Background: an optimization exercise with open tools, aiming at small area and a short achievable clock period. Do not read the settings as production practice.
Only simulation tests tie the RTL to the original design; equivalence was not proved.
Power figures rest on the tool's default switching activity, not on a simulated workload.

Setup of alpha:
==> flow/design.v (excerpt) <==
module mdu4 (
    input  wire        clk,
    input  wire        rst,
    input  wire        in_valid,
    input  wire        in_op,         
    input  wire [31:0] in_a,
    input  wire [31:0] in_b,
    input  wire [4:0]  in_tag,
    input  wire [3:0]  in_rob,
    input  wire [31:0] in_pc,
    output reg         out_valid,
    output reg  [31:0] out_value,
    output reg  [4:0]  out_tag,
    output reg  [3:0]  out_rob,
    output reg         fault,
    output reg  [31:0] fault_pc
);
    reg v1, v2, v3, v4;             
    reg z2, z3, z4;                 
    reg op1, op2, op3, op4;
    reg [8:0] tr1, tr2, tr3, tr4;   
    reg [31:0] a1, b1;
    reg [31:0] y2, y3, y4;          
    reg [31:0] ab2, ab3, ab4;       
    reg        sn2, sn3, sn4;       
    reg [8:0] r2;
    reg [16:0] r3;
    reg [24:0] r4;
    wire z1 = v1 & op1 & (b1 == 32'd0);
    wire [31:0] a_in  = (op1 & a1[31]) ? (~a1 + 32'd1) : a1;
    wire [31:0] y_in  = op1 ? (b1[31] ? (b1 - 32'd1) : ~b1) : b1;
    wire        sn_in = a1[31] ^ b1[31];
    wire [0:0] x0;
    assign x0 = op1 & a_in[31];
    wire hz0 = &y_in[31:1];
    wire [0:0] p0 = x0 ^ y_in[0:0];
    wire [0:0] g0 = x0 & y_in[0:0];
    wire [1:0] G0_0 = {g0, op1};
    wire [1:0] P0_0 = {p0, 1'b0};
    wire G0_1 = G0_0[1] | (P0_0[1] & G0_0[0]);
  ...
Size: about 430 flip-flops, ~180 I/O pins.
==> flow/config.mk <==
export PLATFORM = sky130hd
export DESIGN_NAME = mdu4
export DESIGN_NICKNAME = mdu4
export VERILOG_FILES = /design/flow/design.v
export SDC_FILE = /design/flow/constraint.sdc
export NUM_CORES = 4
export LEC_CHECK = 0
export ABC_AREA = 1
export CAP_MARGIN = 20
export CORE_MARGIN = 2
export CORE_UTILIZATION = 60
export SLEW_MARGIN = 20
==> flow/constraint.sdc <==
create_clock -name core_clock -period 80.0 [get_ports {clk}]
set_input_delay 16.0000 -clock core_clock [delete_from_list [all_inputs] [get_ports {clk}]]
set_output_delay 16.0000 -clock core_clock [all_outputs]
set_load 0.01 [all_outputs]
standard.sh (not shown) runs the stock make flow with config.mk's settings and CLKGATE_MAP_FILE= SYNTH_SCRIPT=/design/flow/synth_recipe.tcl, a recipe that flattens the netlist after the stock synthesis.
==> flow/flow/run.sh <==
#!/bin/bash
set -euo pipefail
MARGIN=62
bash standard.sh synth > synth.log 2>&1
bash standard.sh SETUP_SLACK_MARGIN=$MARGIN finish > layout.log 2>&1
alpha completed end to end with timing, DRC and antenna clean.
[inputs] beta vs alpha
# alpha
export LEC_CHECK = 0
export ABC_AREA = 1
export CAP_MARGIN = 20
export CORE_MARGIN = 2
export CORE_UTILIZATION = 60
export SLEW_MARGIN = 20
create_clock -name core_clock -period 80.0 [get_ports {clk}]
# beta
export LEC_CHECK = 0
export ABC_AREA = 1
export CAP_MARGIN = 20
export CORE_MARGIN = 2
export CORE_UTILIZATION = 40
export SLEW_MARGIN = 20
create_clock -name core_clock -period 80.0 [get_ports {clk}]
--- a/flow/flow/run.sh
+++ b/flow/flow/run.sh
@@ -3 +3 @@
-MARGIN=62
+MARGIN=61
==> summary.txt <==
Relative to alpha, switching part of the total has increased by 0.38 points in beta. Shortest clock period the worst path allows after layout delta (beta − alpha): unfavourable. The run showing the smaller share of total power in the clock network is beta. Per the comparison of beta with alpha, final cell count picked up an extra about 6%, amount of wire on met2 after detailed routing has increased, remaining global-route overflow saw little to no change. alpha ended up with flop to output port as its startpoint-to-endpoint class of the critical path; beta ended up with flop to flop. For the post-route core utilization, beta came in 25 points lower than alpha did. In the tables for beta and alpha, vertical die dimension reads higher with beta. Summary of beta over alpha: maximum ir drop on the vdd rail -26%, final critical-path setup slack -0.21 ns.
diff inputs: beta => gamma
# beta
export LEC_CHECK = 0
export ABC_AREA = 1
export CAP_MARGIN = 20
export CORE_MARGIN = 2
export CORE_UTILIZATION = 40
export SLEW_MARGIN = 20
create_clock -name core_clock -period 80.0 [get_ports {clk}]
# gamma
export LEC_CHECK = 0
export ABC_AREA = 1
export CAP_MARGIN = 20
export CORE_MARGIN = 2
export CORE_UTILIZATION = 60
export SLEW_MARGIN = 20
create_clock -name core_clock -period 80.0 [get_ports {clk}]
==> flow/flow/run.sh <==
#!/bin/bash
set -euo pipefail
MARGIN=62
{
  sed -n 1p synth_recipe.tcl
  cat <<EOT
proc abc {args} {
  set i [lsearch -exact \$args -script]
  if {\$i >= 0} { lset args [expr {\$i + 1}] $PWD/flow/abc_delay.script }
  yosys abc {*}\$args
}
EOT
  tail -n +2 synth_recipe.tcl
} > my_synth.tcl
KNOBS=(SYNTH_SCRIPT=$PWD/my_synth.tcl ADDER_MAP_FILE=
       "BUFFER_PORTS_ARGS=-buffer_cell sky130_fd_sc_hd__buf_1"
       SETUP_SLACK_MARGIN=$MARGIN)
bash standard.sh "${KNOBS[@]}" synth > synth.log 2>&1
bash standard.sh "${KNOBS[@]}" finish > layout.log 2>&1
==> flow/flow/abc_delay.script (new file) <==
strash
dch
map -D 15000
topo
stime -c
buffer -c
upsize -c -D 15000
dnsize -c -D 15000
Number of buffers inserted by post-CTS setup repair: gamma > beta
Of beta and gamma, the run reporting the higher fraction of met2 tracks used by global routing was gamma.
In gamma relative to beta, detailed-routing wirelength on met1 had gone down by more than 10%.
Of beta and gamma, beta shows the higher static leakage, with gamma below it.
gamma against beta: layout net count went up, final cell area excluding filler cells went down.

---

mdu4, a different RTL version from the one above (not shown whole).
For scale: ~6700 cells after synthesis, ~440 flip-flops, roughly 180 I/O pins.
clock: 80.0 ns
lec_check: 0
abc_area: 1
cap_margin: 20
core_margin: 2
core_utilization: 60
cts_buf_list: sky130_fd_sc_hd__clkbuf_8
slew_margin: 20
==> flow/flow/run.sh <==
#!/bin/bash
set -euo pipefail
MARGIN=62
{
  sed -n 1p synth_recipe.tcl
  cat <<EOT
proc abc {args} {
  set i [lsearch -exact \$args -script]
  if {\$i >= 0} { lset args [expr {\$i + 1}] $PWD/flow/abc_delay.script }
  yosys abc {*}\$args
}
EOT
  tail -n +2 synth_recipe.tcl
} > my_synth.tcl
KNOBS=(SYNTH_SCRIPT=$PWD/my_synth.tcl ADDER_MAP_FILE=
       "BUFFER_PORTS_ARGS=-buffer_cell sky130_fd_sc_hd__buf_1"
       SETUP_SLACK_MARGIN=$MARGIN)
bash standard.sh "${KNOBS[@]}" synth > synth.log 2>&1
bash standard.sh "${KNOBS[@]}" finish > layout.log 2>&1
==> flow/flow/abc_delay.script <==
strash
dch
map -D 15000
topo
stime -c
buffer -c
upsize -c -D 15000
dnsize -c -D 15000
Then changed:
==> flow/flow/abc_delay.script (replaced) <==
strash
dch
map -D 14000
topo
stime -c
buffer -c
upsize -c -D 14000
dnsize -c -D 14000
=> The changed run completed without violations; clock skew went up by 0.035 ns; via count came out lower by about 0.45%; count of clock-buffer cells in the layout grows by 6; area after synthesis falls by 0.61%; total power is about the same.

## afterwards: timing with drivers on the ports
How much do the figures lean on ideal ports? The routed layouts below were timed once more, with nothing changed but the port constraints.
Step 1: set_driving_cell puts a clkbuf_16 on clk and a buf_2 on each other input, an assumption about the parent block.
Step 2 adds t to the input delays and takes it off the output delays; t is the mean of the earliest and latest rising clock arrival at the registers after step 1. Input paths then give back, and output paths get back, about the clock's delay inside the block.
a / b / c = no drivers / after step 1 / after step 2; a / b = the first two.
| run | shift t [ns] | slack for setup (ns) | slew at the worst register clock pin (ns) | cell pins on the clock port's net |
|---|---|---|---|---|
| alpha | 0.669 | 62.363 / 62.298 / 62.610 | 0.08 / 0.08 | 1 |
| beta | 0.690 | 62.154 / 62.154 / 62.154 | 0.07 / 0.07 | 1 |
| gamma | 0.686 | 62.432 / 62.432 / 62.432 | 0.07 / 0.07 | 1 |
| the first run of note 2 | 0.708 | 62.649 / 62.584 / 62.801 | 0.07 / 0.07 | 1 |
| the second run of note 2 | 0.737 | 62.645 / 62.578 / 62.736 | 0.09 / 0.09 | 1 |
After both steps setup and hold are still met in every run listed.
